This is an optimization exercise on Yosys and OpenROAD, whose aim is small area, not a production implementation. In this exercise RTL edits were held to simulation tests only and were not proved equivalent to the original. No driver is modelled on the clock port, so clocking that relies on it looks cheaper here than on a real chip. No activity file was given, so power comes from the tool's default toggle rates.

==> flow/design.v <==
module ws_core (
    input  wire       clk,
    input  wire       rst,           
    input  wire [2:0] pins,          
    input  wire       adc_eoc,
    input  wire [7:0] adc_drl,
    input  wire [7:0] adc_drh,
    output reg        adc_ch,
    output reg        adc_en,
    output wire       adc_start,
    input  wire       exec,          
    input  wire [2:0] cmd,           
    input  wire       cur_clr,       
    input  wire       cur_adv,       
    input  wire [2:0] bitidx,        
    output wire       txbit,
    output wire       host_ready
);
    localparam [1:0] M_FF    = 2'd0;
    localparam [1:0] M_SMALL = 2'd1;
    localparam [1:0] M_AA    = 2'd2;
    localparam [1:0] M_DATA  = 2'd3;
    localparam [13:0] T_INIT = 14'h00b7;
    localparam [13:0] T_MASK = 14'h2abf;
    reg  [2:0]  sync1, sync2, port, snap;
    reg         data_ready, running;
    reg  [13:0] timer;
    reg  [1:0]  start_seq;
    reg  [15:0] rain, wind;
    reg  [9:0]  uv, dir;
    reg         reset_code;
    reg  [1:0]  mode;
    reg  [7:0]  t0, t1, t2, t3, t5, t7;
    reg  [1:0]  t4, t6;
    reg  [3:0]  cursor;
    wire c1 = exec && cmd == 3'd1;
    wire c2 = exec && cmd == 3'd2;
    wire c3 = exec && cmd == 3'd3;
    wire c4 = exec && cmd == 3'd4;
    wire c5 = exec && cmd == 3'd5;
    wire rtc_fall  = snap[0] && !port[0];
    wire rain_rise = !snap[1] && port[1];
    wire wind_rise = !snap[2] && port[2];
    wire cs     = c2 || rtc_fall;                  
    wire expire = running && ((timer & T_MASK) == 14'd0);
    wire en_i   = cs || adc_en;
    wire ch_i   = !cs && adc_ch;
    wire done   = adc_eoc && en_i;
    wire [9:0] adc_value = {adc_drh[1:0], adc_drl};
    wire snap_en = c3 && data_ready;
    always @(posedge clk) begin
        sync1 <= pins;
        sync2 <= sync1;
        port  <= sync2;
        snap  <= rst ? sync2 : port;
    end
    always @(posedge clk) begin
        timer <= cs ? T_INIT : {timer[12:0], timer[13] ^ timer[12]};
        wind  <= (cs ? 16'd0 : wind) + {15'd0, wind_rise && (cs || running)};
        if (snap_en) begin
            t0[7:1] <= rain[15:9];
            t1 <= rain[7:0];
            t2 <= wind[15:8];
            t3 <= wind[7:0];
            t4 <= dir[9:8];
            t5 <= dir[7:0];
            t6 <= uv[9:8];
            t7 <= uv[7:0];
        end
        if (snap_en)
            t0[0] <= rain[8];
        else if (c1)
            t0[0] <= reset_code;
        else if (c4)
            t0[0] <= data_ready;
        if (cur_clr)
            cursor <= 4'd0;
        else if (cur_adv && !cursor[3])
            cursor <= cursor + 4'd1;
    end
    always @(posedge clk) begin
        if (rst) begin
            data_ready <= 1'b0;
            running    <= 1'b0;
            start_seq  <= 2'd0;
            adc_ch     <= 1'b0;
            adc_en     <= 1'b0;
            rain       <= 16'd0;
            uv         <= 10'd0;
            dir        <= 10'd0;
            reset_code <= 1'b1;
            mode       <= M_FF;
        end else begin
            if (cs) begin
                data_ready <= 1'b0;
                running    <= 1'b1;
            end else if (expire) begin
                data_ready <= 1'b1;
                running    <= 1'b0;
            end
            adc_ch <= done || ch_i;
            adc_en <= done ? !ch_i : en_i;
            if (cs || (done && !ch_i))
                start_seq <= 2'd3;
            else if (start_seq != 2'd0)
                start_seq <= start_seq - 2'd1;
            if (done && !ch_i)
                uv <= adc_value;
            if (done && ch_i)
                dir <= adc_value;
            rain <= (c5 ? 16'd0 : rain) + {15'd0, rain_rise};
            if (c1)
                reset_code <= 1'b0;
            if (exec)
                mode <= c3 ? (data_ready ? M_DATA : M_AA) :
                        (c1 || c4) ? M_SMALL : M_FF;
        end
    end
    reg [7:0] dbyte;
    always @* begin
        case (cursor[2:0])
            3'd0: dbyte = t0;
            3'd1: dbyte = t1;
            3'd2: dbyte = t2;
            3'd3: dbyte = t3;
            3'd4: dbyte = {6'd0, t4};
            3'd5: dbyte = t5;
            3'd6: dbyte = {6'd0, t6};
            default: dbyte = t7;
        endcase
    end
    reg tb;
    always @* begin
        if (cursor[3])
            tb = 1'b1;
        else case (mode)
            M_DATA:  tb = dbyte[bitidx];
            M_AA:    tb = bitidx[0];
            M_SMALL: tb = (cursor[2:0] == 3'd0) ? (bitidx == 3'd0 && t0[0]) : 1'b1;
            default: tb = 1'b1;
        endcase
    end
    assign txbit = tb;
    assign adc_start  = start_seq[0];
    assign host_ready = data_ready;
endmodule
module ws_i2c #(
    parameter [6:0] I2C_ADDR = 7'h50
) (
    input  wire       clk,
    input  wire       rst,           
    input  wire [2:0] pins,
    input  wire       adc_eoc,
    input  wire [7:0] adc_drl,
    input  wire [7:0] adc_drh,
    output wire       adc_ch,
    output wire       adc_en,
    output wire       adc_start,
    input  wire       scl,           
    input  wire       sda,           
    output wire       sda_oe,        
    output wire       host_ready
);
    localparam [2:0] S_IDLE  = 3'd0;
    localparam [2:0] S_ADDR  = 3'd4;
    localparam [2:0] S_RX    = 3'd5;
    localparam [2:0] S_ACK   = 3'd2;
    localparam [2:0] S_MACK  = 3'd3;
    localparam [2:0] S_TX    = 3'd6;
    localparam [2:0] S_LOAD1 = 3'd1;
    localparam [2:0] S_LOAD2 = 3'd7;
    reg        scl_s1, scl_s2, scl_q;
    reg        sda_s1, sda_s2, sda_q;
    reg  [2:0] state;
    reg  [3:0] bitcnt;
    reg        pfx;          
    reg  [2:0] sh;           
    reg        srx;          
    reg        taken;        
    reg  [2:0] cmd;          
    reg        pend1, pend2;
    wire       txbit;
    wire start_det = scl_s2 && scl_q && sda_q && !sda_s2;
    wire stop_det  = scl_s2 && scl_q && !sda_q && sda_s2;
    wire scl_rise  = scl_s2 && !scl_q;
    wire scl_fall  = !scl_s2 && scl_q;
    wire in_addr   = (state == S_ADDR);
    wire in_rx     = (state == S_RX);
    wire in_tx     = (state == S_TX);
    wire shifting  = in_addr || in_rx;
    wire mid_byte  = (shifting && (bitcnt[3] || bitcnt[2] || bitcnt[1])) ||
                     (in_tx && (bitcnt != 4'd0));
    wire bit8      = bitcnt[3];
    wire match     = pfx && !sh[2] && !sh[1];
    wire addr_ev   = scl_fall && !start_det && !stop_det && in_addr && bit8;
    wire write_ev  = scl_fall && !start_det && !stop_det && in_rx && bit8;
    wire tx_end    = scl_fall && !start_det && !stop_det && in_tx && (bitcnt[2:0] == 3'd7);
    wire exp_bit   = in_addr && (bitcnt[2:0] == 3'd0 || bitcnt[2:0] == 3'd2);
    wire pfx_cmp   = bitcnt[3] || (bitcnt[2] && (bitcnt[1] || bitcnt[0])) || (sda_s2 == exp_bit);
    always @(posedge clk) begin
        scl_s1 <= scl;
        scl_s2 <= scl_s1;
        scl_q  <= scl_s2;
        sda_s1 <= sda;
        sda_s2 <= sda_s1;
        sda_q  <= sda_s2;
    end
    always @(posedge clk) begin
        if (rst) begin
            state <= S_IDLE;
        end else if (start_det) begin
            state  <= S_ADDR;
            bitcnt <= 4'd0;
        end else if (stop_det) begin
            state  <= S_IDLE;
        end else if (scl_rise) begin
            if (shifting || state == S_MACK) begin
                sh     <= {sh[1:0], sda_s2};
                pfx    <= (pfx || bitcnt == 4'd0) && pfx_cmp;
                bitcnt <= bitcnt + 4'd1;
            end
        end else if (scl_fall) begin
            case (state)
                S_ADDR: if (bit8) state <= match ? S_ACK : S_IDLE;
                S_RX:   if (bit8) state <= S_ACK;
                S_ACK: begin
                    bitcnt <= 4'd0;
                    state  <= srx ? S_RX : S_LOAD1;
                end
                S_TX: begin
                    bitcnt <= bitcnt + 4'd1;
                    if (bitcnt[2:0] == 3'd7)
                        state <= S_MACK;
                end
                S_MACK: begin
                    bitcnt <= 4'd0;
                    state  <= sh[0] ? S_IDLE : S_LOAD1;
                end
                default: ;
            endcase
        end else if (state == S_LOAD1) begin
            state <= S_LOAD2;
        end else if (state == S_LOAD2) begin
            state <= S_TX;
        end
    end
    always @(posedge clk) begin
        if (rst) begin
            srx   <= 1'b0;
            cmd   <= 3'd0;
            pend1 <= 1'b0;
            pend2 <= 1'b0;
        end else begin
            pend1 <= stop_det && !mid_byte && srx;
            pend2 <= pend1;
            if (start_det ? mid_byte : stop_det)
                srx <= 1'b0;
            else if (addr_ev)
                srx <= match && !sh[0];
            if (addr_ev)
                taken <= 1'b0;
            if (write_ev) begin
                taken <= 1'b1;
                if (!taken)
                    cmd <= pfx ? sh : 3'd0;
            end
        end
    end
    assign sda_oe = (state == S_ACK) || (in_tx && !txbit);
    ws_core core (
        .clk(clk), .rst(rst), .pins(pins),
        .adc_eoc(adc_eoc), .adc_drl(adc_drl), .adc_drh(adc_drh),
        .adc_ch(adc_ch), .adc_en(adc_en), .adc_start(adc_start),
        .exec(pend2), .cmd(cmd),
        .cur_clr(addr_ev), .cur_adv(tx_end), .bitidx(~bitcnt[2:0]),
        .txbit(txbit),
        .host_ready(host_ready)
    );
endmodule
==> flow/flow/run.sh <==
#!/bin/bash
# Standard layout, with the port buffers as buf_1 and a clock tree without dummy loads.
set -euo pipefail
export BUFFER_PORTS_ARGS="-buffer_cell sky130_fd_sc_hd__buf_1"
export CTS_ARGS='-repair_clock_nets -dont_use_dummy_load -buf_list sky130_fd_sc_hd__clkbuf_8'
bash standard.sh > standard.log 2>&1
==> flow/standard.sh <==
#!/bin/bash
# synth_recipe.tcl (not shown) runs the flow's synth.tcl, then flattens the netlist and writes it again
# the make line also repeats each setting of config.mk as NAME=value (left out here)
make -C /OpenROAD-flow-scripts/flow DESIGN_CONFIG=/design/flow/config.mk WORK_HOME=/design/flow/orfs CLKGATE_MAP_FILE= SYNTH_SCRIPT=/design/flow/synth_recipe.tcl "${@:-finish}"
==> flow/config.mk <==
export PLATFORM = sky130hd
export DESIGN_NAME = ws_i2c
export DESIGN_NICKNAME = ws_i2c
export VERILOG_FILES = /design/flow/design.v
export SDC_FILE = /design/flow/constraint.sdc
export NUM_CORES = 4
export LEC_CHECK = 0
export CAP_MARGIN = 20
export CORE_MARGIN = 2
export CORE_UTILIZATION = 40
export SLEW_MARGIN = 20
==> flow/constraint.sdc <==
create_clock -name core_clock -period 10.0 [get_ports {clk}]
set_input_delay 2.0000 -clock core_clock [delete_from_list [all_inputs] [get_ports {clk}]]
set_output_delay 2.0000 -clock core_clock [all_outputs]
set_load 0.01 [all_outputs]
==> results of run 1 <==
## worst max-delay path by stage
stage | end | startpoint | cells past startpoint
floorplan | sda_oe | core.cursor[2] | 10
global placement | sda_oe | core.cursor[2] | 8
detailed placement | sda_oe | core.cursor[2] | 9
CTS | sda_oe | core.cursor[2] | 9
global route | sda_oe | core.cursor[2] | 9
finish | sda_oe | core.cursor[2] | 9
## critical path, delay by kind of cell (launching register included)
family	cells	cell delay, ns
flip-flops	1	0.91
AO/OA/AOI/OAI	4	0.52
AND/OR/NAND/NOR	2	0.67
adder cells (fa/ha/maj)	1	0.35
buffers and inverters	2	0.21
## cells in the mapped netlist (all sizes together) (6+ instances only)
cell type	count	area, um^2
nor3	8	66.3
nor2b	18	113
o21ai	25	140
dfxtp	106	2120
ha	13	163
and2	15	93.8
nor2	62	235
nand2	56	210
and3	8	51.3
a221oi	6	52.6
xor2	18	158
nand3	23	128
nand4	8	56.3
a21oi	34	170
xnor2	9	78.8
buf	11	71.3
inv	15	56.3
a22oi	11	82.6
mux2i	17	170
nand2b	9	56.3
or3	6	37.5
edfxtp	61	1830
clkbuf	15	56.3
## through the flow
stage / total power, W / instance area, um^2 / cells
after global placement: 0.000806 / 6920 / 827
after global routing: 0.00119 / 7150 / 844
final: 0.00114 / 7150 / 844
after floorplan: 0.000792 / 6660 / 608
after detailed placement: 0.000810 / 6920 / 827
after CTS: 0.00116 / 7150 / 844
## cell families (layout without fill, tap and decap cells)
| family | after synthesis | count (layout) | share of synthesized area |
|---|---|---|---|
| flops | 167 | 167 | 0.594 |
| buf+inv | 42 | 58 | 0.0282 |
| fa+ha+maj | 13 | 13 | 0.0244 |
| simple gates | 229 | 229 | 0.178 |
| mux | 21 | 21 | 0.0323 |
| compound gates | 109 | 109 | 0.108 |
| xor+xnor | 27 | 27 | 0.0355 |
## layout make-up
class | count | area, um^2
multi-input combinational | 399 | 2520
fill | 1540 | 9260
inverter | 16 | 60.1
sequential | 167 | 3950
clock buffer | 17 | 234
timing repair buffer | 25 | 106
tap | 220 | 275
## state kept, by name, indices dropped and copies added, names as in the netlist, 4 cells and up
register and cells:
core.t0 8, core.t2 8, core.uv 10, core.rain 16, core.t7 8, core.t3 8, bitcnt 4, core.t5 8
core.timer 14, core.t1 8, core.dir 10, core.wind 16, core.cursor 4
## per-layer routing
metal | share of wire | vias to the layer above | GRT usage
met1 | 0.45 | 2108 | 0.190
met5 | 0 | - | 0
li1 | - | 2175 | -
met4 | 0.028 | 0 | 0.0765
met2 | 0.49 | 55 | 0.260
met3 | 0.026 | 24 | 0.0337
## placed cells by master, fill, tap and decap left out, types with 5 or more instances in the layout
master,count
nor2b_1,18
o22ai_1,5
a211oi_1,5
and3_1,6
ha_1,13
clkbuf_8,17
nand3_1,22
nand4_1,7
o21ai_1,10
xor2_1,18
nand2b_1,9
and2_1,15
dfxtp_1,106
mux2i_1,17
xnor2_1,9
edfxtp_1,61
a22oi_1,11
o21ai_0,11
nor2_1,61
buf_1,21
or3_1,6
nand2_1,56
a21oi_1,34
a221oi_1,6
inv_1,14
## power by group through the flow
stage | combinational [W] | clock [W] | sequential (W)
CTS | 0.0000561 | 0.000363 | 0.000739
floorplan | 0.0000424 | 0 | 0.000749
global route | 0.0000639 | 0.000386 | 0.000742
finish | 0.0000549 | 0.000349 | 0.000739
detailed placement | 0.0000556 | 0 | 0.000755
global placement | 0.0000523 | 0 | 0.000753
==> reports/results.txt, run 1 <==
WP data arrival = 3.10 ns
Switching Fraction = 0.213
Library cells used by synthesis = 67
Max FO, Critical Path = 20
Clock Latency Late Sink = 0.47 ns
First-pass GRT wire length = 21400 um
Internal = 0.000899 W
Sequential-to-total area share from yosys stat = 0.594
Worst-path clk slew = 0.08 ns
Worst VDD drop = 0.0881 mV
Post-cts resize count = 0
Iter 0 DRT Violations = 245
Slowest stage delay, CP = 0.91 ns
Share of layout cells above drive strength 1 = 0.0721
Top-level port count = 29
Place WS = 5.34 ns
Vias in the first global route = 4358
Total track usage = 0.155
Synth Area per Inst = 11.0 um^2
Hold Path Depth = 0
#FFs+latches synth = 167
Clock sinks = 167
Std cell rows = 47
Clock root cell = clkbuf_8
Clock Skews = 0.0517 ns
Synth Instances = 608
Die area = 0.0177 mm^2
Clk network pwr share = 0.305
Critical path class = register to primary output
# DRC = 0
Register-to-register setup slack = 7.14 ns
Ys async rst share = 0
Clock Tree Buf Depth = 2
Post-route ant nets = 0
Worst EP required = 8.00 ns
Die W = 133 um
RSZ-0062 raised after global routing = false
Area added between synthesis and finish = 7.34%
Netlist Area Pre-Place = 0.00666 mm^2
WL/cell = 15.1 um
Setup bufs post-CTS = 0
Final critical-path share of the clock period = 0.510
Final HPWL from detailed placement = 9150 um
Initial antenna violation count = 0
Type of element launching the critical path = register
GPL Wtd Cong = 0.771
FMAX = 196 MHz
Port Buffer Count = 22
Post-CTS Hold Fix Bufs = 0
P_leak = 2.48 nW
Final hold viol count = 0
Tightest Pin Transition = 0.923 ns
Final Util = 0.436
Worst r2r src = cmd[1]
Critical-path top delay cell = dfxtp_1
Post-synth net total = 645
# H-tree levels = 4
Critical Path End Type = primary output
Routed vias/inst = 5.17
Setup TNS = 0 ns
CTS tree = yes
Minimum clock period = 5.10 ns
Reg-to-reg endpoint = core.wind[14]
Total Wirelength = 12800 um
Largest net degree at the start of global routing = 52
Core Box Area = 0.0164 mm^2
Overflow after GRT = 0
R2R depth = 10
Die Y-Extent = 133 um
Pre-antenna DRT Iters = 4
Sw power = 0.000243 W
Dominant synthesized flop cell = dfxtp_1
Initial Util = 0.406
Setup ws final = 4.90 ns
Slew Limit Headroom = 0.385
Part of the power in registers = 0.647
Setup violators final = 0
WHS = 0.332 ns
Synthesis Warnings = 2
Logic pwr share = 0.048
Hold Startpoint = scl_s1
Post-layout nets = 663
PD cells = 160 mW/mm^2
Worst path cell trace = inv_2, ha_1, or4_4, o21ai_0, a211oi_1, o22ai_1, o22a_1, nand2_1, buf_1
WHS Endpoint = scl_s2
Hold WC Path Type = register to register
Slew Limit Fails = 0
Max Cap Viol = 0
Antenna diodes = 0
Post-synth EDFFs = 61
CTS Buf Count = 17
Via count = 4362
Outcome = no timing/DRC/antenna violations
==> inputs of run 2 (changes only) <==
==> flow/flow/run.sh (replaced) <==
#!/bin/bash
# Standard layout, with the port buffers as buf_1 and a clock tree without dummy loads.
set -euo pipefail
export BUFFER_PORTS_ARGS="-buffer_cell sky130_fd_sc_hd__buf_1"
export CTS_ARGS='-sink_clustering_enable -repair_clock_nets -dont_use_dummy_load -buf_list {sky130_fd_sc_hd__clkbuf_4 sky130_fd_sc_hd__clkbuf_8} -sink_clustering_size 30 -sink_clustering_max_diameter 80'
bash standard.sh > standard.log 2>&1
==> run 2 against run 1 <==
Via count unchanged. Setup slack unchanged. Critical endpoint unchanged. Still clean. Core utilization unchanged. Synthesized cell count unchanged. Critical path depth unchanged. Non-clock buffer count unchanged. Design area unchanged. First-iteration DRC count unchanged.
==> reports/results.txt, run 2 <==
Post-synth top area share = 0.319
DRT met1 WL = 5790 um
Iter 0 DRT Violations = 245
Post-route ant nets = 0
Clock Tree Buf Depth = 2
Top flop regs = core.rain (16), core.wind (16), core.timer (14)
WL/cell = 15.1 um
Post-synth EDFFs = 61
# H-tree levels = 4
CTS tree = yes
Die W = 133 um
Post-synth net total = 645
Clock sinks = 167
Synth Area per Inst = 11.0 um^2
Overflow after GRT = 0
WP data arrival = 3.10 ns
Setup TNS = 0 ns
Tightest Pin Transition = 0.923 ns
Die area = 0.0177 mm^2
Minimum clock period = 5.10 ns
Critical path class = register to primary output
FMAX = 196 MHz
Final critical-path share of the clock period = 0.510
Outcome = no timing/DRC/antenna violations
Std cell rows = 47
Ys async rst share = 0
Max Cap Viol = 0
Pre-antenna DRT Iters = 4
Worst-path clk slew = 0.08 ns
Setup bufs post-CTS = 0
Via count = 4362
Library cells used by synthesis = 67
Commonest non-fill, non-tap cell in the layout = dfxtp_1
Core Box Area = 0.0164 mm^2
Total track usage = 0.155
Synthesis Warnings = 2
Worst EP required = 8.00 ns
CTS Buf Count = 17
Critical Path End Type = primary output
Final hold viol count = 0
Post-layout nets = 663
P_leak = 2.48 nW
Clock Skews = 0.0517 ns
Count leader, synth = dfxtp_1
Clock Latency Late Sink = 0.47 ns
Largest area contributor in the netlist = dfxtp_1
Initial Util = 0.406
Most frequent cells in the layout = dfxtp_1, nor2_1, edfxtp_1
Vias in the first global route = 4358
Most frequent cells after synthesis = dfxtp_1, edfxtp_1, nor2_1
Worst VDD drop = 0.0881 mV
Final Util = 0.436
Type of element launching the critical path = register
Antenna diodes = 0
GPL Wtd Cong = 0.771
Routed vias/inst = 5.17
Met3 wire len = 336 um
Setup violators final = 0
Synth Instances = 608
WL met2 = 6290 um
Post-cts resize count = 0
Largest net degree at the start of global routing = 52
Top-level port count = 29
Port Buffer Count = 22
Clock root cell = clkbuf_8
Die Y-Extent = 133 um
Final HPWL from detailed placement = 9150 um
Hold WC Path Type = register to register
Total Wirelength = 12800 um
Post-CTS Hold Fix Bufs = 0
Top cells by area, synth = dfxtp_1, edfxtp_1, nor2_1
Dominant synthesized flop cell = dfxtp_1
Uppermost routed layer = met4
Initial antenna violation count = 0
Slew Limit Headroom = 0.385
Max FO, Critical Path = 20
Share of layout cells above drive strength 1 = 0.0721
#FFs+latches synth = 167
Sequential-to-total area share from yosys stat = 0.594
Register-to-register setup slack = 7.14 ns
Area added between synthesis and finish = 7.34%
RSZ-0062 raised after global routing = false
# DRC = 0
Slew Limit Fails = 0
PD cells = 160 mW/mm^2
First-pass GRT wire length = 21400 um
Netlist Area Pre-Place = 0.00666 mm^2
-- run 2: cell counts after synthesis --
Identical to the previous run, type by type.
-- run 2: area by class of cell --
class | instances | area [um^2]
inverters | 16 | 60.1
flip-flops and latches | 167 | 3950
well taps | 220 | 275
repair buffers | 25 | 106
fillers | 1540 | 9260
clock buffers | 17 | 234
multi-input cells | 399 | 2520
-- run 2: cells by family (layout without fill, tap and decap cells) --
kind of cell             count (synthesis)  after routing  synth area share
AO/OA/AOI/OAI                          109            109             0.108
AND/OR/NAND/NOR                        229            229             0.178
adder cells (fa/ha/maj)                 13             13            0.0244
multiplexers                            21             21            0.0323
flip-flops                             167            167             0.594
buffers and inverters                   42             58            0.0282
XOR/XNOR                                27             27            0.0355
-- run 2: worst paths after layout --
path,start,depth (start not counted),to
worst max-delay path,core.cursor[2],9,sda_oe
worst max register to register,cmd[1],10,core.wind[14]
worst min-delay path,scl_s1,0,scl_s2
worst min register to register,scl_s1,0,scl_s2
-- run 2: report_power, final --
group / leakage (nW) / internal, W / switching [W] / total [W]
Sequential: 1.40 / 0.000725 / 0.0000144 / 0.000739
Combinational: 0.951 / 0.0000248 / 0.0000301 / 0.0000549
Clock: 0.122 / 0.000150 / 0.000199 / 0.000349
-- run 2: critical path, stage by stage (launching register included) --
cell and delay (ns):
dfxtp_1 0.91, inv_2 0.07, ha_1 0.35, or4_4 0.60, o21ai_0 0.11, a211oi_1 0.07
o22ai_1 0.17, o22a_1 0.17, nand2_1 0.07, buf_1 0.14
-- run 2: layer usage --
metal,vias up,track usage
li1,2175,-
met1,2108,0.190
met2,55,0.260
met3,24,0.0337
met4,0,0.0765
met5,-,0
-- run 2: per-stage QoR --
stage | std cells | setup slack (ns) | hold slack (ns) | cell area [um^2] | total power (W)
after floorplan | 608 | 5.98 | 0.310 | 6660 | 0.000792
after global placement | 827 | 5.36 | 0.315 | 6920 | 0.000806
after detailed placement | 827 | 5.34 | 0.315 | 6920 | 0.000810
after CTS | 844 | 4.85 | 0.337 | 7150 | 0.00116
after global routing | 844 | 4.60 | 0.347 | 7150 | 0.00119
final | 844 | 4.90 | 0.332 | 7150 | 0.00114
==> inputs of run 3 (changes only) <==
==> flow/flow/run.sh (replaced) <==
#!/bin/bash
# Standard layout, with the port buffers as buf_1 and a clock tree without dummy loads.
set -euo pipefail
export BUFFER_PORTS_ARGS="-buffer_cell sky130_fd_sc_hd__buf_1"
export CTS_ARGS='-sink_clustering_enable -repair_clock_nets -dont_use_dummy_load -buf_list sky130_fd_sc_hd__clkbuf_8 -sink_clustering_size 30 -sink_clustering_max_diameter 80 -sink_clustering_levels 1 -balance_levels'
bash standard.sh > standard.log 2>&1
==> run 3 against run 2 <==
Die area unchanged. Synthesized area is the same. Still clean on timing, DRC and antenna. Largest power group unchanged. Setup slack did not move. Critical path type unchanged.
==> reports/results.txt, run 3 <==
Worst VDD drop = 0.0881 mV
Fin cells = 844
Worst-path clk slew = 0.08 ns
Sequential-to-total area share from yosys stat = 0.594
Clock Latency Late Sink = 0.47 ns
Area added between synthesis and finish = 7.34%
First-pass GRT wire length = 21400 um
# H-tree levels = 4
WHS Endpoint = scl_s2
GRT met2 Usage = 0.260
Commonest non-fill, non-tap cell in the layout = dfxtp_1
Worst Setup SP = core.cursor[2]
Share of layout cells above drive strength 1 = 0.0721
PD cells = 160 mW/mm^2
Dominant synthesized flop cell = dfxtp_1
Post-synth EDFFs = 61
Top cells by area, synth = dfxtp_1, edfxtp_1, nor2_1
Post-route ant nets = 0
Worst EP required = 8.00 ns
#FFs+latches synth = 167
Clock Skews = 0.0517 ns
Setup TNS = 0 ns
CTS Buf Count = 17
Place WS = 5.34 ns
Setup bufs post-CTS = 0
Post-synth net total = 645
Total Wirelength = 12800 um
Slew Limit Headroom = 0.385
Met3 Use GR = 0.0337
Register-to-register setup slack = 7.14 ns
Outcome = no timing/DRC/antenna violations
Die Y-Extent = 133 um
Most frequent cells after synthesis = dfxtp_1, edfxtp_1, nor2_1
Critical Path End Type = primary output
Hold WC Path Type = register to register
Hold Path Depth = 0
Top flop regs = core.rain (16), core.wind (16), core.timer (14)
Post-layout nets = 663
Post-CTS Hold Fix Bufs = 0
Synthesis Warnings = 2
Critical path class = register to primary output
Setup violators final = 0
Minimum clock period = 5.10 ns
Via count = 4362
Vias in the first global route = 4358
Routed vias/inst = 5.17
# DRC = 0
Type of element launching the critical path = register
Hold Startpoint = scl_s1
Setup ws final = 4.90 ns
Post-synth top area share = 0.319
Antenna diodes = 0
Die W = 133 um
Max Cap Viol = 0
Total track usage = 0.155
GR peak layer = met2
FMAX = 196 MHz
Synth Instances = 608
Top-level port count = 29
Initial antenna violation count = 0
CTS tree = yes
Grt met1 use = 0.190
Ys async rst share = 0
Final HPWL from detailed placement = 9150 um
Iter 0 DRT Violations = 245
Post-cts resize count = 0
Synth Area per Inst = 11.0 um^2
GPL Wtd Cong = 0.771
WL/cell = 15.1 um
Std cell rows = 47
Most frequent cells in the layout = dfxtp_1, nor2_1, edfxtp_1
Final critical-path share of the clock period = 0.510
Netlist Area Pre-Place = 0.00666 mm^2
Max FO, Critical Path = 20
Worst r2r src = cmd[1]
Largest area contributor in the netlist = dfxtp_1
Reg-to-reg endpoint = core.wind[14]
Largest net degree at the start of global routing = 52
Core Box Area = 0.0164 mm^2
R2R depth = 10
WP data arrival = 3.10 ns
Initial Util = 0.406
Die area = 0.0177 mm^2
Clock root cell = clkbuf_8
Pre-antenna DRT Iters = 4
Port Buffer Count = 22
Tightest Pin Transition = 0.923 ns
P_leak = 2.48 nW
Count leader, synth = dfxtp_1
Final hold viol count = 0
Overflow after GRT = 0
Clock sinks = 167
RSZ-0062 raised after global routing = false
Placed cells = 827
Clock Tree Buf Depth = 2
Library cells used by synthesis = 67
Slew Limit Fails = 0
[run 3: worst max-delay path by stage]
stage          cells after the start  slack [ns]     end
6_report                           9        4.90  sda_oe
5_1_grt                            9        4.60  sda_oe
4_1_cts                            9        4.85  sda_oe
3_5_place_dp                       9        5.34  sda_oe
3_3_place_gp                       8        5.36  sda_oe
2_1_floorplan                     10        5.98  sda_oe
[run 3: where the power goes]
| group | total, W | switching, W | internal (W) |
|---|---|---|---|
| clock | 0.000349 | 0.000199 | 0.000150 |
| sequential | 0.000739 | 0.0000144 | 0.000725 |
| combinational | 0.0000549 | 0.0000301 | 0.0000248 |
[run 3: cells by family (layout without fill, tap and decap cells)]
kind of cell	count (synthesis)	after routing	synth area share
simple gates	229	229	0.178
flops	167	167	0.594
compound gates	109	109	0.108
buf+inv	42	58	0.0282
xor+xnor	27	27	0.0355
mux	21	21	0.0323
fa+ha+maj	13	13	0.0244
[run 3: per-layer routing]
metal  part of all wire  routed length (um)  up-vias
met3              0.026                 336       24
met2               0.49                6290       55
met4              0.028                 355        0
met1               0.45                5790     2108
met5                  0                   0        -
li1                   -                   -     2175
[run 3: final cells by class]
type	count	area, um^2
multi-input cells	399	2520
inverters	16	60.1
fillers	1540	9260
clock buffers	17	234
repair buffers	25	106
flip-flops and latches	167	3950
well taps	220	275
[run 3: worst max-delay path, cell delays in order (launching register included)]
cell and delay [ns]:
dfxtp_1 0.91, inv_2 0.07, ha_1 0.35, or4_4 0.60
o21ai_0 0.11, a211oi_1 0.07, o22ai_1 0.17, o22a_1 0.17
nand2_1 0.07, buf_1 0.14
[run 3: metrics by stage]
stage	hold slack (ns)	instance area, um^2	util	total power, W
4_1_cts	0.337	7150	0.436	0.00116
5_1_grt	0.347	7150	0.436	0.00119
6_report	0.332	7150	0.436	0.00114
2_1_floorplan	0.310	6660	-	0.000792
3_5_place_dp	0.315	6920	0.422	0.000810
3_3_place_gp	0.315	6920	0.422	0.000806
==> inputs of run 4 (changes only) <==
--- a/flow/design.v
+++ b/flow/design.v
@@ -163,11 +163,9 @@
 );
     localparam [2:0] S_IDLE  = 3'd0;
-    localparam [2:0] S_ADDR  = 3'd4;
-    localparam [2:0] S_RX    = 3'd5;
-    localparam [2:0] S_ACK   = 3'd2;
+    localparam [2:0] S_ADDR  = 3'd6;
+    localparam [2:0] S_RX    = 3'd4;
+    localparam [2:0] S_ACK   = 3'd1;
     localparam [2:0] S_MACK  = 3'd3;
-    localparam [2:0] S_TX    = 3'd6;
-    localparam [2:0] S_LOAD1 = 3'd1;
-    localparam [2:0] S_LOAD2 = 3'd7;
+    localparam [2:0] S_TX    = 3'd2;    
     reg        scl_s1, scl_s2, scl_q;
     reg        sda_s1, sda_s2, sda_q;
@@ -190,5 +188,5 @@
     wire shifting  = in_addr || in_rx;
     wire mid_byte  = (shifting && (bitcnt[3] || bitcnt[2] || bitcnt[1])) ||
-                     (in_tx && (bitcnt != 4'd0));
+                     (in_tx && (bitcnt[2:0] != 3'd0));
     wire bit8      = bitcnt[3];
     wire match     = pfx && !sh[2] && !sh[1];
@@ -225,6 +223,6 @@
                 S_RX:   if (bit8) state <= S_ACK;
                 S_ACK: begin
-                    bitcnt <= 4'd0;
-                    state  <= srx ? S_RX : S_LOAD1;
+                    bitcnt <= srx ? 4'd0 : 4'd14;
+                    state  <= srx ? S_RX : S_TX;
                 end
                 S_TX: begin
@@ -234,13 +232,11 @@
                 end
                 S_MACK: begin
-                    bitcnt <= 4'd0;
-                    state  <= sh[0] ? S_IDLE : S_LOAD1;
+                    bitcnt <= 4'd14;
+                    state  <= sh[0] ? S_IDLE : S_TX;
                 end
                 default: ;
             endcase
-        end else if (state == S_LOAD1) begin
-            state <= S_LOAD2;
-        end else if (state == S_LOAD2) begin
-            state <= S_TX;
+        end else if (in_tx && bitcnt[3]) begin
+            bitcnt <= bitcnt + 4'd1;
         end
     end
@@ -267,5 +263,5 @@
         end
     end
-    assign sda_oe = (state == S_ACK) || (in_tx && !txbit);
+    assign sda_oe = (state == S_ACK) || (in_tx && !bitcnt[3] && !txbit);
     ws_core core (
         .clk(clk), .rst(rst), .pins(pins),
==> flow/flow/run.sh (replaced) <==
#!/bin/bash
# Standard layout, with the port buffers as buf_1 and a clock tree without dummy loads.
set -euo pipefail
export BUFFER_PORTS_ARGS="-buffer_cell sky130_fd_sc_hd__buf_1"
export CTS_ARGS="-sink_clustering_enable -repair_clock_nets -dont_use_dummy_load -buf_list sky130_fd_sc_hd__clkbuf_8 -sink_clustering_size 30 -sink_clustering_max_diameter 80"
bash standard.sh > standard.log 2>&1
--- a/flow/config.mk
+++ b/flow/config.mk
@@ -8,4 +8,4 @@
 export CAP_MARGIN = 20
 export CORE_MARGIN = 2
-export CORE_UTILIZATION = 40
+export CORE_UTILIZATION = 70
 export SLEW_MARGIN = 20
==> run 4 against run 3 <==
Largest power group unchanged. Critical path depth decreased by 1. Synthesized cell count down 3.6%. Critical endpoint unchanged. Worst hold slack worse by 0.0077 ns. Critical path type unchanged. Die area is 43% lower.
==> reports/results.txt, run 4 <==
Critical path class = register to primary output
Met3 Use GR = 0.0693
Area added between synthesis and finish = 5.85%
Worst path cell trace = inv_1, ha_1, nor4_4, a221o_1, nor2_1, o311ai_1, a221oi_2, buf_1
Top flop regs = core.rain (16), core.wind (16), core.timer (14)
Outcome = no timing/DRC/antenna violations
Largest area contributor in the netlist = dfxtp_1
Clock Skews = 0.0348 ns
GR peak layer = met2
Post-synth EDFFs = 61
Clock Latency Late Sink = 0.45 ns
Synth Area per Inst = 11.2 um^2
Main combinational cell family by area after synthesis = simple AND/OR/NAND/NOR gates
Slew Limit Fails = 0
Post-layout nets = 644
Sw power = 0.000251 W
Share of layout cells above drive strength 1 = 0.0711
Slowest stage delay, CP = 0.65 ns
Part of the power in registers = 0.639
Fin cells = 716
# DRC = 0
Top cells by area, synth = dfxtp_1, edfxtp_1, nor2_1
#FFs+latches synth = 167
Placed cells = 699
PD cells = 166 mW/mm^2
Grt met1 use = 0.364
Largest net degree at the start of global routing = 52
Most frequent cells in the layout = dfxtp_1, nor2_1, edfxtp_1
Netlist Area Pre-Place = 0.00654 mm^2
Initial Util = 0.715
Port Buffer Count = 22
Routed vias/inst = 6.13
Max FO, Critical Path = 15
Clock root cell = clkbuf_8
Antenna diodes = 0
Iter 0 DRT Violations = 321
Most frequent cells after synthesis = dfxtp_1, nor2_1, edfxtp_1
Worst EP required = 8.00 ns
WP data arrival = 3.16 ns
Critical path depth in cells = 8
Synth Instances = 586
First-pass GRT wire length = 20700 um
Clock Tree Buf Depth = 2
Post-synth net total = 623
Core Box Area = 0.00915 mm^2
Slew Limit Headroom = 0.513
Type of element launching the critical path = register
Synth Area in Adders = 0.0249
Synthesis Warnings = 2
Hold Path Depth = 0
Worst r2r src = cmd[1]
Worst Setup SP = core.cursor[2]
Initial antenna violation count = 0
# H-tree levels = 4
Logic pwr share = 0.059
GRT met2 Usage = 0.429
Std cell rows = 35
Sequential-to-total area share from yosys stat = 0.604
Clk network pwr share = 0.303
Die W = 101 um
Delay-heaviest family, CP = compound AO/OA/AOI/OAI gates
Dominant synthesized flop cell = dfxtp_1
Count leader, synth = dfxtp_1
RSZ-0062 raised after global routing = false
Pre-antenna DRT Iters = 6
Setup TNS = 0 ns
Switching Fraction = 0.217
Hold Startpoint = sda_s1
Top-level port count = 29
Post-synth top area share = 0.324
R2R depth = 10
WL/cell = 17.5 um
Setup ws final = 4.84 ns
Place WS = 5.38 ns
Final HPWL from detailed placement = 8630 um
Max Cap Viol = 0
Setup bufs post-CTS = 0
Overflow after GRT = 0
Critical Path End Type = primary output
Die Y-Extent = 101 um
Die area = 0.0101 mm^2
Library cells used by synthesis = 59
FMAX = 194 MHz
Final instance area = 0.00693 mm^2
Worst-path clk slew = 0.06 ns
Post-CTS Hold Fix Bufs = 0
Worst path bufs/invs = 2
Hold WC Path Type = register to register
Final critical-path share of the clock period = 0.516
Tightest Pin Transition = 0.728 ns
CTS tree = yes
Synth Area in Compound Gates = 0.0947
Via count = 4390
Internal = 0.000902 W
Commonest non-fill, non-tap cell in the layout = dfxtp_1
Clock sinks = 167
P_leak = 2.52 nW
Post-route ant nets = 0
Minimum clock period = 5.16 ns
CTS Buf Count = 17
GPL Wtd Cong = 0.869
Critical-path top delay cell = dfxtp_1
Worst VDD drop = 0.140 mV
Synth Area in Simple Gates = 0.178
Post-synthesis xor/xnor area fraction = 0.0388
Total Wirelength = 12600 um
Setup violators final = 0
Total track usage = 0.267
Ys async rst share = 0
Mux share of post-synthesis cell area = 0.0379
Post-cts resize count = 0
Final hold viol count = 0
Vias in the first global route = 4229
Area after DPL = 0.00669 mm^2
[run 4: final timing paths]
check,to,slack (ns)
setup / recovery,sda_oe,4.84
hold / removal,sda_s2,0.32
setup reg to reg,core.wind[15],6.70
hold reg to reg,sda_s2,0.32
[run 4: power by group through the flow]
stage                     registers [W]  clock network (W)  logic [W]
after floorplan                0.000747                  0  0.0000514
final                          0.000736           0.000349  0.0000675
after detailed placement       0.000751                  0  0.0000674
after global placement         0.000750                  0  0.0000639
after CTS                      0.000736           0.000355  0.0000680
after global routing           0.000739           0.000381  0.0000760
[run 4: stage by stage]
stage | total power (W) | utilization | hold WS [ns]
floorplan | 0.000798 | - | 0.310
global placement | 0.000814 | 0.731 | 0.310
detailed placement | 0.000818 | 0.731 | 0.313
CTS | 0.00116 | 0.756 | 0.330
global route | 0.00120 | 0.757 | 0.342
finish | 0.00115 | 0.757 | 0.324
[run 4: routing by layer]
metal / wire length (um) / up-vias / part of all wire
li1: - / 2131 / -
met1: 5510 / 2115 / 0.44
met2: 6260 / 128 / 0.50
met3: 656 / 16 / 0.052
met4: 133 / 0 / 0.011
met5: 0 / - / 0
[run 4: cell type report]
| type | instances | area [um^2] |
|---|---|---|
| well taps | 111 | 139 |
| inverters | 12 | 45.0 |
| repair buffers | 24 | 98.8 |
| fillers | 627 | 2230 |
| flip-flops and latches | 167 | 3950 |
| clock buffers | 17 | 234 |
| multi-input cells | 385 | 2450 |
[run 4: cell families (layout without fill, tap and decap cells)]
| kind of cell | Yosys count | count (layout) |
|---|---|---|
| AO/OA/AOI/OAI | 91 | 91 |
| multiplexers | 22 | 22 |
| buffers and inverters | 34 | 53 |
| flip-flops | 167 | 167 |
| XOR/XNOR | 29 | 29 |
| adder cells (fa/ha/maj) | 13 | 13 |
| AND/OR/NAND/NOR | 230 | 230 |
==> inputs of run 5 (changes only) <==
--- a/flow/config.mk
+++ b/flow/config.mk
@@ -8,4 +8,4 @@
 export CAP_MARGIN = 20
 export CORE_MARGIN = 2
-export CORE_UTILIZATION = 70
+export CORE_UTILIZATION = 40
 export SLEW_MARGIN = 20
==> run 5 against run 4 <==
Global-route usage shrank 11 points. First-iteration DRC count shrank 11%. Critical path depth is the same. Core utilization shrank 31 points. Design area grew 1.9%. Worst hold slack gained 0.0096 ns. Total power grew 0.37%. Setup slack gained 0.0098 ns. Non-clock buffer count is the same. Clock power grew 1%. Critical path type unchanged. Largest cell class unchanged.
==> reports/results.txt, run 5 <==
Hold Startpoint = core.sync1[1]
Critical Path End Type = primary output
CTS Buf Count = 17
Worst EP required = 8.00 ns
Minimum clock period = 5.15 ns
Setup ws final = 4.85 ns
Post-synth net total = 623
PD cells = 164 mW/mm^2
Initial Util = 0.410
Post-synth top area share = 0.324
Largest net degree at the start of global routing = 52
Die area = 0.0174 mm^2
Die W = 132 um
Critical path class = register to primary output
Register Area = 0.00395 mm^2
Max Cap Viol = 0
Clk network pwr share = 0.306
Area after DPL = 0.00682 mm^2
Iter 0 DRT Violations = 287
Place WS = 5.37 ns
Port Buffer Count = 22
Ys async rst share = 0
Top flop regs = core.rain (16), core.wind (16), core.timer (14)
Hold WC Path Type = register to register
Final hold viol count = 0
Post-layout nets = 644
# fillers = 1496
Count leader, synth = dfxtp_1
Clock Latency Late Sink = 0.45 ns
Share of layout cells above drive strength 1 = 0.0711
Worst-path clk slew = 0.06 ns
Sequential-to-total area share from yosys stat = 0.604
Tightest Pin Transition = 0.709 ns
Clock sinks = 167
WL/cell = 16.0 um
Sw power = 0.000255 W
Worst r2r src = cmd[1]
Logic pwr share = 0.057
Total track usage = 0.157
Part of the power in registers = 0.637
Synth Instances = 586
Core Box Area = 0.0159 mm^2
Synth Area per Inst = 11.2 um^2
Initial antenna violation count = 0
Largest area contributor in the netlist = dfxtp_1
Internal = 0.000902 W
FMAX = 194 MHz
WP data arrival = 3.15 ns
Switching Fraction = 0.221
Overflow after GRT = 0
#FFs+latches synth = 167
Type of element launching the critical path = register
Post-synth EDFFs = 61
Post-route ant nets = 0
Area added between synthesis and finish = 7.86%
Total Wirelength = 13100 um
P_leak = 2.52 nW
# DRC = 0
Final HPWL from detailed placement = 9060 um
Worst VDD drop = 0.130 mV
First-pass GRT wire length = 21600 um
Via count = 4329
Vias in the first global route = 4317
Std cell rows = 46
Slew Limit Fails = 0
Antenna diodes = 0
Most frequent cells after synthesis = dfxtp_1, nor2_1, edfxtp_1
Commonest non-fill, non-tap cell in the layout = dfxtp_1
Worst Setup SP = core.cursor[2]
Setup violators final = 0
R2R depth = 11
Routed vias/inst = 5.27
Synthesis Warnings = 2
CTS tree = yes
Pre-antenna DRT Iters = 8
RSZ-0062 raised after global routing = false
Post-cts resize count = 0
Clock Tree Buf Depth = 2
Outcome = no timing/DRC/antenna violations
Area occupied by multi-input gates = 0.00245 mm^2
Netlist Area Pre-Place = 0.00654 mm^2
Post-CTS Hold Fix Bufs = 0
Top-level port count = 29
Library cells used by synthesis = 59
Final instance area = 0.00706 mm^2
Setup TNS = 0 ns
Dominant synthesized flop cell = dfxtp_1
Setup bufs post-CTS = 0
Most frequent cells in the layout = dfxtp_1, nor2_1, edfxtp_1
Die Y-Extent = 132 um
GPL Wtd Cong = 0.845
Hold Path Depth = 0
Clock root cell = clkbuf_8
Max FO, Critical Path = 15
Final critical-path share of the clock period = 0.515
Clock Skews = 0.0335 ns
# H-tree levels = 4
Slew Limit Headroom = 0.528
Top cells by area, synth = dfxtp_1, edfxtp_1, nor2_1
## run 5: cell counts after synthesis
No cell type changed its count.
## run 5: power groups by stage
| stage | registers [W] | logic [W] | clock network, W |
|---|---|---|---|
| 6_report | 0.000737 | 0.0000660 | 0.000354 |
| 5_1_grt | 0.000739 | 0.0000747 | 0.000393 |
| 4_1_cts | 0.000737 | 0.0000668 | 0.000366 |
| 3_5_place_dp | 0.000752 | 0.0000665 | 0 |
| 3_3_place_gp | 0.000750 | 0.0000642 | 0 |
| 2_1_floorplan | 0.000747 | 0.0000514 | 0 |
## run 5: worst max-delay path, stage by stage (launching register included)
cell,delay (ns)
dfxtp_1,0.65
inv_1,0.22
ha_1,0.40
nor4_4,0.46
a221o_1,0.22
nor2_1,0.04
o311ai_1,0.42
a221oi_2,0.14
buf_1,0.15
## run 5: final timing paths
check | end | slack [ns]
worst min-delay path | core.sync2[1] | 0.33
worst min register to register | core.sync2[1] | 0.33
worst max register to register | core.wind[12] | 6.60
worst max-delay path | sda_oe | 4.85
## run 5: area by class of cell
class                           count  share of cell area
Timing Repair Buffer               24              0.0140
Tap cell                          216              0.0383
Clock buffer                       17              0.0332
Sequential cell                   167               0.560
Inverter                           12             0.00638
Multi-Input combinational cell    385               0.348
## run 5: cells by family after synthesis
group | synth area share
compound gates | 0.0947
xor+xnor | 0.0388
fa+ha+maj | 0.0249
buf+inv | 0.0212
flops | 0.604
mux | 0.0379
simple gates | 0.178
## run 5: metrics by stage
| step | hold slack, ns | total power [W] | utilization | cells |
|---|---|---|---|---|
| after floorplan | 0.310 | 0.000798 | - | 586 |
| after global placement | 0.315 | 0.000815 | 0.428 | 804 |
| after detailed placement | 0.315 | 0.000818 | 0.428 | 804 |
| after CTS | 0.330 | 0.00117 | 0.442 | 821 |
| after global routing | 0.341 | 0.00121 | 0.443 | 821 |
| final | 0.334 | 0.00116 | 0.443 | 821 |
## run 5: routing by layer
layer	global-route usage	vias to the layer above	wire, um	share of wire
met5	0	-	0	0
met4	0.0664	0	138	0.011
met3	0.0419	13	498	0.038
met2	0.258	80	6400	0.49
met1	0.197	2103	6070	0.46
li1	-	2133	-	-
==> inputs of run 6 (changes only) <==
--- a/flow/design.v
+++ b/flow/design.v
@@ -49,4 +49,23 @@
     wire [9:0] adc_value = {adc_drh[1:0], adc_drl};
     wire snap_en = c3 && data_ready;
+    wire rain_keep = !(rst || c5);
+    wire wind_keep = !cs;
+    wire rain_inc  = rain_rise && !rst;
+    wire wind_inc  = wind_rise && (cs || running);
+    reg  [15:0] n_rain, n_wind;
+    reg         rc, wc;
+    integer     i;
+    always @* begin
+        rc = rain_inc;
+        wc = wind_inc;
+        for (i = 0; i < 16; i = i + 1) begin
+            n_rain[i] = (rain[i] ^ rc) && rain_keep;
+            n_wind[i] = (wind[i] ^ wc) && wind_keep;
+            rc = rc && rain[i];
+            wc = wc && wind[i];
+        end
+        n_rain[0] = (rain[0] && rain_keep) ^ rain_inc;
+        n_wind[0] = (wind[0] && wind_keep) ^ wind_inc;
+    end
     always @(posedge clk) begin
         sync1 <= pins;
@@ -57,5 +76,6 @@
     always @(posedge clk) begin
         timer <= cs ? T_INIT : {timer[12:0], timer[13] ^ timer[12]};
-        wind  <= (cs ? 16'd0 : wind) + {15'd0, wind_rise && (cs || running)};
+        wind  <= n_wind;
+        rain  <= n_rain;
         if (snap_en) begin
             t0[7:1] <= rain[15:9];
@@ -86,5 +106,4 @@
             adc_ch     <= 1'b0;
             adc_en     <= 1'b0;
-            rain       <= 16'd0;
             uv         <= 10'd0;
             dir        <= 10'd0;
@@ -109,5 +128,4 @@
             if (done && ch_i)
                 dir <= adc_value;
-            rain <= (c5 ? 16'd0 : rain) + {15'd0, rain_rise};
             if (c1)
                 reset_code <= 1'b0;
==> run 6 against run 5 <==
Still clean. Die area decreased by 1.4%. Sequential share of layout area is 0.84 points higher. Via count decreased by 7.4%. Clock-buffer cell count did not move. Final cell count fell by 5.0%. Total power is 2.7% higher. Sequential cell count unchanged. Maximum frequency fell by 7.3%.
==> reports/results.txt, run 6 <==
Outcome = no timing/DRC/antenna violations
# H-tree levels = 4
Critical Path End Type = register
Final Util = 0.439
Setup violators final = 0
CTS tree = yes
Total track usage = 0.156
Vias in the first global route = 3862
Antenna diodes = 0
First-pass GRT wire length = 19900 um
# DRC = 0
#FFs+latches synth = 167
Dominant synthesized flop cell = dfxtp_1
Final critical-path share of the clock period = 0.556
PD cells = 171 mW/mm^2
Clk network pwr share = 0.294
Area after DPL = 0.00672 mm^2
WHS = 0.330 ns
Sw power = 0.000276 W
CTS Buf Count = 17
Via count = 4007
Slew Limit Headroom = 0.371
Setup bufs post-CTS = 0
Clock Tree Buf Depth = 2
Final hold viol count = 0
Count leader, synth = dfxtp_1
Netlist Area Pre-Place = 0.00645 mm^2
Overflow after GRT = 0
Ys async rst share = 0
Post-synth EDFFs = 61
Synth Area in Compound Gates = 0.102
Core Box Area = 0.0158 mm^2
Pre-antenna DRT Iters = 5
Final HPWL from detailed placement = 8370 um
Sequential-to-total area share from yosys stat = 0.613
Largest area contributor in the netlist = dfxtp_1
Final instance area = 0.00695 mm^2
WP data arrival = 5.89 ns
Clock Skews = 0.0265 ns
Worst r2r src = cmd[2]
Post-synth net total = 608
FMAX = 180 MHz
Library cells used by synthesis = 61
Synth Instances = 546
Critical path class = input pin to register
Synthesis Warnings = 2
Post-layout nets = 628
Switching Fraction = 0.232
Top-level port count = 29
Initial Util = 0.407
Worst Setup SP = rst
Routed vias/inst = 5.14
Register-to-register setup slack = 5.76 ns
Hold WC Path Type = register to register
Synth Area in Simple Gates = 0.144
Iter 0 DRT Violations = 323
Type of element launching the critical path = input pin
Tightest Pin Transition = 0.939 ns
Clock root cell = clkbuf_8
Largest net degree at the start of global routing = 52
Post-route ant nets = 0
Worst EP required = 10.33 ns
Post-synthesis xor/xnor area fraction = 0.0109
Setup TNS = 0 ns
Mux share of post-synthesis cell area = 0.0305
Std cell rows = 46
Most frequent cells in the layout = dfxtp_1, edfxtp_1, nand2_1
Post-synth top area share = 0.329
Reg-to-reg endpoint = core.wind[15]
Logic pwr share = 0.081
Top flop regs = core.rain (16), core.wind (16), core.timer (14)
Port Buffer Count = 22
P_leak = 2.68 nW
R2R depth = 19
Most frequent cells after synthesis = dfxtp_1, edfxtp_1, nand2_1
Internal = 0.000912 W
WL/cell = 15.6 um
Slew Limit Fails = 0
Part of the power in registers = 0.625
Initial antenna violation count = 0
Clock Latency Late Sink = 0.46 ns
Post-cts resize count = 0
Commonest non-fill, non-tap cell in the layout = dfxtp_1
Max FO, Critical Path = 44
Main combinational cell family by area after synthesis = simple AND/OR/NAND/NOR gates
Die Y-Extent = 131 um
Clock sinks = 167
RSZ-0062 raised after global routing = false
Worst-path clk slew = 0.06 ns
Max Cap Viol = 0
Synth Area per Inst = 11.8 um^2
Minimum clock period = 5.56 ns
Synth Area in Adders = 0.0737
Die W = 131 um
Post-CTS Hold Fix Bufs = 0
GPL Wtd Cong = 0.818
Top cells by area, synth = dfxtp_1, edfxtp_1, ha_1
Die area = 0.0172 mm^2
Worst Setup EP = core.rain[15]
Area added between synthesis and finish = 7.84%
Share of layout cells above drive strength 1 = 0.0656
Worst VDD drop = 0.0847 mV
Total Wirelength = 12200 um
## run 6: worst max-delay path, stage by stage
cell and delay (ns):
clkbuf_2 0.07, buf_4 0.40, nor2_1 0.12, and3_1 0.20, ha_1 0.20, ha_1 0.20
ha_1 0.20, ha_1 0.20, ha_1 0.20, ha_1 0.21, ha_1 0.21, ha_1 0.22
ha_1 0.20, ha_1 0.20, ha_1 0.20, ha_1 0.20, ha_1 0.20, ha_1 0.20
xor2_1 0.14, and2_1 0.14
## run 6: cell type report
type,count,area (um^2)
fillers,1456,8870
multi-input cells,341,2330
well taps,216,270
inverters,13,48.8
repair buffers,26,114
clock buffers,17,234
flip-flops and latches,167,3950
## run 6: worst min-delay path by stage
| stage | start | end | slack (ns) | cells after the start |
|---|---|---|---|---|
| 5_1_grt | core.sync1[0] | core.sync2[0] | 0.34 | 0 |
| 2_1_floorplan | core.sync1[0] | core.sync2[0] | 0.31 | 0 |
| 3_5_place_dp | core.sync1[0] | core.sync2[0] | 0.31 | 0 |
| 4_1_cts | core.sync1[1] | core.sync2[1] | 0.33 | 0 |
| 3_3_place_gp | sda_s1 | sda_s2 | 0.31 | 0 |
| 6_report | core.sync1[1] | core.sync2[1] | 0.33 | 0 |
## run 6: metrics by stage
stage / power [W] / cells / worst slack [ns]
6_report: 0.00119 / 780 / 4.44
4_1_cts: 0.00120 / 780 / 4.43
3_3_place_gp: 0.000850 / 763 / 3.99
2_1_floorplan: 0.000827 / 546 / 4.49
5_1_grt: 0.00124 / 780 / 4.21
3_5_place_dp: 0.000854 / 763 / 3.95
## run 6: power by group through the flow
stage                     registers, W  logic (W)  clock network (W)
after floorplan               0.000749  0.0000781                  0
after global placement        0.000756  0.0000939                  0
after CTS                     0.000742  0.0000975           0.000361
after global routing          0.000746   0.000109           0.000386
final                         0.000743  0.0000968           0.000349
after detailed placement      0.000757  0.0000968                  0
## run 6: per-layer routing
metal  global-route usage  vias to the layer above  share of wire
li1                     -                     1988              -
met5                    0                        -              0
met4               0.0601                        0          0.019
met2                0.250                       90           0.48
met1                0.202                     1909           0.46
met3               0.0436                       20          0.045
## run 6: cells by family after synthesis
| kind of cell | Yosys count |
|---|---|
| xor+xnor | 8 |
| simple gates | 183 |
| compound gates | 93 |
| fa+ha+maj | 38 |
| buf+inv | 38 |
| flops | 167 |
| mux | 19 |
==> inputs of run 7 (changes only) <==
==> flow/flow/run.sh (replaced) <==
#!/bin/bash
# Standard layout, with the port buffers as buf_1, a clock tree without dummy loads, and
# clock buffers made smaller after CTS where the flip-flops' clock slew stays low.
set -euo pipefail
export BUFFER_PORTS_ARGS="-buffer_cell sky130_fd_sc_hd__buf_1"
export CTS_ARGS="-sink_clustering_enable -repair_clock_nets -dont_use_dummy_load -buf_list sky130_fd_sc_hd__clkbuf_8 -sink_clustering_size 30 -sink_clustering_max_diameter 80"
export POST_CTS_TCL="$PWD/flow/downsize.tcl"
export MY_CTS_SLEW_PS=115
bash standard.sh > standard.log 2>&1
==> flow/flow/downsize.tcl (new file) <==
# Downsize clock buffers where the flip-flop clock pins' slew stays under a limit.
set ds_limit [expr {[info exists ::env(MY_CTS_SLEW_PS)] ? $::env(MY_CTS_SLEW_PS) : 110}]
proc ds_worst {} {
  set w 0
  foreach pin [all_registers -clock_pins -edge_triggered] {
    foreach e {rise fall} { foreach a {min max} {
      set s [get_property $pin slew_${a}_$e]
      set w [expr {max($w, [sta::time_ui_sta $s] * 1e12)}]
    } }
  }
  return $w
}
estimate_parasitics -placement
puts "downsize: worst clock pin slew [ds_worst] ps before"
foreach size {4 2} {
  foreach inst [get_cells -quiet clkbuf_*] {
    set m [get_property $inst ref_name]
    if {![regexp {clkbuf_(\d+)$} $m -> cur] || $cur <= $size} { continue }
    replace_cell $inst sky130_fd_sc_hd__clkbuf_$size
    set w [ds_worst]
    if {$w > $ds_limit} {
      replace_cell $inst $m
    } else {
      puts "downsize: [get_name $inst] $m -> clkbuf_$size ($w ps)"
    }
  }
}
puts "downsize: worst clock pin slew [ds_worst] ps after"
==> run 7 against run 6 <==
Non-clock buffer count stayed put. Final cell count stayed put. Synthesized cell count stayed put. Clock-buffer cell count stayed put. Core utilization is 0.57 points lower. Global-route usage hardly changed. Register-to-register slack better by 0.04 ns. Critical path depth is 12 lower.
==> reports/results.txt, run 7 <==
FMAX = 171 MHz
Delay-heaviest family, CP = simple AND/OR/NAND/NOR gates
RSZ-0062 raised after global routing = false
Type of element launching the critical path = register
Synth Area per Inst = 11.8 um^2
Total track usage = 0.155
Initial Util = 0.407
Critical path depth in cells = 8
#FFs+latches synth = 167
Dominant synthesized flop cell = dfxtp_1
Register-to-register setup slack = 5.80 ns
Pre-antenna DRT Iters = 5
GPL Wtd Cong = 0.818
Netlist Area Pre-Place = 0.00645 mm^2
Clock sinks = 167
Vias in the first global route = 3892
Clock Skews = 0.0372 ns
Via count = 4039
Sequential-to-total area share from yosys stat = 0.613
Final Util = 0.434
Max FO, Critical Path = 16
Worst r2r src = cmd[2]
Hold Path Depth = 0
Overflow after GRT = 0
Max Cap Viol = 0
Slowest stage delay, CP = 0.70 ns
Largest net degree at the start of global routing = 52
Hold WC Path Type = register to register
Std cell rows = 46
# DRC = 0
Commonest non-fill, non-tap cell in the layout = dfxtp_1
Core Box Area = 0.0158 mm^2
Die Y-Extent = 131 um
WHS Endpoint = scl_s2
Top flop regs = core.rain (16), core.wind (16), core.timer (14)
Area added between synthesis and finish = 6.44%
Final HPWL from detailed placement = 8370 um
Worst Setup SP = core.cursor[2]
Setup TNS = 0 ns
Critical Path End Type = primary output
Minimum clock period = 5.84 ns
Iter 0 DRT Violations = 287
WL/cell = 15.6 um
Worst EP required = 8.00 ns
Register Area = 0.00395 mm^2
Outcome = no timing/DRC/antenna violations
Post-layout nets = 628
WP data arrival = 3.84 ns
Top-level port count = 29
Post-synth EDFFs = 61
Antenna diodes = 0
Final hold viol count = 0
Hold Startpoint = scl_s1
Port Buffer Count = 22
P_leak = 2.64 nW
# fillers = 1469
Critical path class = register to primary output
Worst path bufs/invs = 2
Post-synth net total = 608
Synthesis Warnings = 2
Post-synth top area share = 0.329
Area occupied by multi-input gates = 0.00233 mm^2
Worst-path clk slew = 0.10 ns
Slew Limit Headroom = 0.361
First-pass GRT wire length = 19900 um
Die W = 131 um
Initial antenna violation count = 0
Tightest Pin Transition = 0.955 ns
Post-route ant nets = 0
Routed vias/inst = 5.18
Library cells used by synthesis = 61
Top cells by area, synth = dfxtp_1, edfxtp_1, ha_1
Clock Latency Late Sink = 0.71 ns
Worst VDD drop = 0.0798 mV
Worst path cell trace = inv_1, ha_1, nor4_1, nand3_1, o211ai_1, a211oi_1, a2111oi_2, buf_1
Count leader, synth = dfxtp_1
Setup violators final = 0
R2R depth = 19
Ys async rst share = 0
Slew Limit Fails = 0
PD cells = 162 mW/mm^2
CTS tree = yes
Most frequent cells after synthesis = dfxtp_1, edfxtp_1, nand2_1
Share of layout cells above drive strength 1 = 0.0656
Synth Instances = 546
Most frequent cells in the layout = dfxtp_1, edfxtp_1, nand2_1
Largest area contributor in the netlist = dfxtp_1
Reg-to-reg endpoint = core.wind[15]
Final critical-path share of the clock period = 0.584
Die area = 0.0172 mm^2
Total Wirelength = 12200 um
Critical-path top delay cell = nor4_1
## run 7: cell counts after synthesis
Identical to the previous run, type by type.
## run 7: power by group
group	total [W]	internal [W]	switching (W)	leakage, nW
clock	0.000276	0.0000880	0.000188	0.0855
sequential	0.000742	0.000723	0.0000191	1.45
combinational	0.0000972	0.0000389	0.0000583	1.11
total	0.00112	0.000850	0.000265	2.64
## run 7: area by class of cell
| cell class | count | area share |
|---|---|---|
| multi-input cells | 341 | 0.340 |
| repair buffers | 26 | 0.0166 |
| clock buffers | 17 | 0.0210 |
| flip-flops and latches | 167 | 0.576 |
| well taps | 216 | 0.0394 |
| inverters | 13 | 0.00711 |
## run 7: cells by family (layout without fill, tap and decap cells)
family                     after synthesis  in the layout  share of synthesized area
adders and majority gates               38             38                     0.0737
buffers and inverters                   38             56                     0.0254
DFF                                    167            167                      0.613
muxes                                   19             19                     0.0305
xor gates and xnor gates                 8              8                     0.0109
AOI/OAI and AO/OA                       93             93                      0.102
and+or+nand+nor                        183            183                      0.144
## run 7: worst max path at each step
| stage | endpoint |
|---|---|
| after floorplan | core.rain[15] |
| after global placement | core.rain[15] |
| after detailed placement | core.rain[15] |
| after global routing | sda_oe |
| final | sda_oe |
## run 7: per-layer routing
layer  global-route usage  vias up  wire length [um]  share of wire
li1                     -     1992                 -              -
met2                0.247       87              5820           0.48
met1                0.201     1938              5630           0.46
met5                    0        -                 0              0
met3               0.0338       22               440          0.036
met4               0.0776        0               295          0.024
## run 7: stage by stage
stage	hold WS [ns]	total power, W	worst slack [ns]	area, um^2	std cells
6_report	0.334	0.00112	4.16	6860	780
5_1_grt	0.341	0.00117	3.93	6860	780
3_5_place_dp	0.315	0.000854	3.95	6720	763
3_3_place_gp	0.310	0.000850	3.99	6720	763
2_1_floorplan	0.310	0.000827	4.49	6450	546
==> inputs of run 8 (changes only) <==
--- a/flow/flow/run.sh
+++ b/flow/flow/run.sh
@@ -6,4 +6,4 @@
 export CTS_ARGS="-sink_clustering_enable -repair_clock_nets -dont_use_dummy_load -buf_list sky130_fd_sc_hd__clkbuf_8 -sink_clustering_size 30 -sink_clustering_max_diameter 80"
 export POST_CTS_TCL="$PWD/flow/downsize.tcl"
-export MY_CTS_SLEW_PS=115
+export MY_CTS_SLEW_PS=108
 bash standard.sh > standard.log 2>&1
==> run 8 against run 7 <==
Still clean. Core utilization up 0.16 points. Maximum frequency down 0.31%. Synthesized area unchanged. Worst hold slack about the same. Sequential share of layout area down 0.21 points. Clock-buffer cell count unchanged. Clock power up 7%. Via count down 0.15%. Sequential power about the same. Register-to-register slack about the same. Combinational power about the same. Critical path type unchanged. Largest cell class unchanged. Largest power group unchanged. Highest routed layer unchanged.
==> reports/results.txt, run 8 <==
Outcome = no timing/DRC/antenna violations
Std cell rows = 46
Pre-antenna DRT Iters = 5
Post-route ant nets = 0
Setup violators final = 0
Worst Setup EP = sda_oe
Via count = 4033
Worst r2r src = cmd[2]
Worst-path clk slew = 0.10 ns
Post-synth net total = 608
Logic pwr share = 0.086
Post-layout nets = 628
Critical path class = register to primary output
Commonest non-fill, non-tap cell in the layout = dfxtp_1
Library cells used by synthesis = 61
Critical Path End Type = primary output
Die area = 0.0172 mm^2
Worst EP required = 8.00 ns
PD cells = 165 mW/mm^2
Total track usage = 0.155
Worst VDD drop = 0.0802 mV
Count leader, synth = dfxtp_1
Port Buffer Count = 22
Synth Area per Inst = 11.8 um^2
CTS tree = yes
Switching Fraction = 0.236
Top flop regs = core.rain (16), core.wind (16), core.timer (14)
Post-synth EDFFs = 61
Iter 0 DRT Violations = 289
Max Cap Viol = 0
Post-synth top area share = 0.329
RSZ-0062 raised after global routing = false
# DRC = 0
Clock Skews = 0.0361 ns
Reg-to-reg endpoint = core.wind[15]
Netlist Area Pre-Place = 0.00645 mm^2
Register-to-register setup slack = 5.81 ns
P_leak = 2.65 nW
Top-level port count = 29
Core Box Area = 0.0158 mm^2
R2R depth = 19
Initial antenna violation count = 0
Tightest Pin Transition = 0.956 ns
Final HPWL from detailed placement = 8370 um
Slew Limit Fails = 0
Initial Util = 0.407
Die Y-Extent = 131 um
Synth Instances = 546
Internal = 0.000867 W
Vias in the first global route = 3892
Largest area contributor in the netlist = dfxtp_1
WL/cell = 15.6 um
Ys async rst share = 0
Synthesis Warnings = 2
Area after DPL = 0.00672 mm^2
Dominant synthesized flop cell = dfxtp_1
GPL Wtd Cong = 0.818
Final hold viol count = 0
Routed vias/inst = 5.17
First-pass GRT wire length = 19900 um
Power, Total = 0.00113 W
WP data arrival = 3.86 ns
Part of the power in registers = 0.654
Total Wirelength = 12200 um
Max FO, Critical Path = 16
Die W = 131 um
Fin cells = 780
Antenna diodes = 0
Most frequent cells after synthesis = dfxtp_1, edfxtp_1, nand2_1
Worst Setup SP = core.cursor[2]
Most frequent cells in the layout = dfxtp_1, edfxtp_1, nand2_1
Clk network pwr share = 0.260
Top cells by area, synth = dfxtp_1, edfxtp_1, ha_1
Setup TNS = 0 ns
Clock sinks = 167
Final critical-path share of the clock period = 0.586
Clock Latency Late Sink = 0.73 ns
FMAX = 171 MHz
Share of layout cells above drive strength 1 = 0.0656
Area added between synthesis and finish = 6.83%
Largest net degree at the start of global routing = 52
Final instance area = 0.00689 mm^2
Minimum clock period = 5.86 ns
#FFs+latches synth = 167
Overflow after GRT = 0
Type of element launching the critical path = register
Sw power = 0.000267 W
Sequential-to-total area share from yosys stat = 0.613
Slew Limit Headroom = 0.361
Placed cells = 763
Hold WC Path Type = register to register
==> run 8: cell counts after synthesis <==
Identical to the previous run, type by type.
==> run 8: cells by family (layout without fill, tap and decap cells) <==
group / count (synthesis) / count (layout) / synth area share
multiplexers: 19 / 19 / 0.0305
adder cells (fa/ha/maj): 38 / 38 / 0.0737
flip-flops: 167 / 167 / 0.613
XOR/XNOR: 8 / 8 / 0.0109
AND/OR/NAND/NOR: 183 / 183 / 0.144
buffers and inverters: 38 / 56 / 0.0254
AO/OA/AOI/OAI: 93 / 93 / 0.102
==> run 8: worst min path at each step <==
| stage | cells after the start | to | slack, ns | startpoint |
|---|---|---|---|---|
| detailed placement | 0 | core.sync2[0] | 0.31 | core.sync1[0] |
| finish | 0 | core.sync2[0] | 0.33 | core.sync1[0] |
| global placement | 0 | sda_s2 | 0.31 | sda_s1 |
| global route | 0 | core.sync2[0] | 0.34 | core.sync1[0] |
| floorplan | 0 | core.sync2[0] | 0.31 | core.sync1[0] |
==> run 8: final cells by class <==
type                            instances  area (um^2)
Multi-Input combinational cell        341         2330
Fill cell                            1469         8940
Inverter                               13         48.8
Tap cell                              216          270
Timing Repair Buffer                   26          114
Clock buffer                           17          169
Sequential cell                       167         3950
==> run 8: per-layer routing <==
metal / share of wire / wire (um) / up-vias / track usage
li1: - / - / 1989 / -
met1: 0.46 / 5620 / 1932 / 0.201
met2: 0.48 / 5820 / 90 / 0.247
met3: 0.039 / 470 / 22 / 0.0338
met4: 0.022 / 265 / 0 / 0.0776
met5: 0 / 0 / - / 0
==> run 8: power by group through the flow <==
stage	sequential (W)	combinational, W	clock, W
detailed placement	0.000757	0.0000968	0
global route	0.000746	0.000109	0.000334
finish	0.000742	0.0000971	0.000295
floorplan	0.000749	0.0000781	0
global placement	0.000756	0.0000939	0
==> run 8: critical path, cell delays in order (launching register included) <==
cell and delay, ns:
dfxtp_1 0.69, inv_1 0.29, ha_1 0.41, nor4_1 0.70, nand3_1 0.16, o211ai_1 0.14
a211oi_1 0.08, a2111oi_2 0.45, buf_1 0.20
==> run 8: through the flow <==
step | utilization | setup WS [ns] | hold WS (ns)
floorplan | - | 4.49 | 0.310
detailed placement | 0.425 | 3.95 | 0.315
global placement | 0.424 | 3.99 | 0.310
finish | 0.435 | 4.14 | 0.334
global route | 0.435 | 3.89 | 0.340

## what the ideal ports hide
In the flow no input, the clock included, has a driving cell. The finished layouts below were timed again as built, in two steps.
Step 1 assumes that a clkbuf_16 drives the clock port and a buf_2 every other input.
Step 2, shift: input delay + t, output delay - t, t = (earliest + latest rising clock arrival at the registers) / 2. This alone moves slack from input paths to output paths.
a / b / c = ideal ports / drivers / drivers and shift; a / b = the first two.
run | shift t [ns] | setup WS [ns] | worst setup path after step 2 | pins driven straight from the clock port
run 1 | 0.479 | 4.905 / 4.867 / 5.345 | register to output | 1
run 2 | 0.479 | 4.905 / 4.867 / 5.345 | register to output | 1
run 3 | 0.479 | 4.905 / 4.867 / 5.345 | register to output | 1
run 4 | 0.464 | 4.837 / 4.804 / 5.268 | register to output | 1
run 5 | 0.474 | 4.847 / 4.810 / 5.284 | register to output | 1
run 6 | 0.486 | 4.442 / 4.444 / 3.965 | input to register | 1
run 7 | 0.728 | 4.162 / 4.129 / 3.969 | input to register | 1
run 8 | 0.750 | 4.144 / 4.111 / 3.978 | input to register | 1
After both steps setup and hold are still met in every run listed. The setup slack of run 6, which loses most, moves by +0.002 ns with the drivers and by -0.477 ns with both steps.
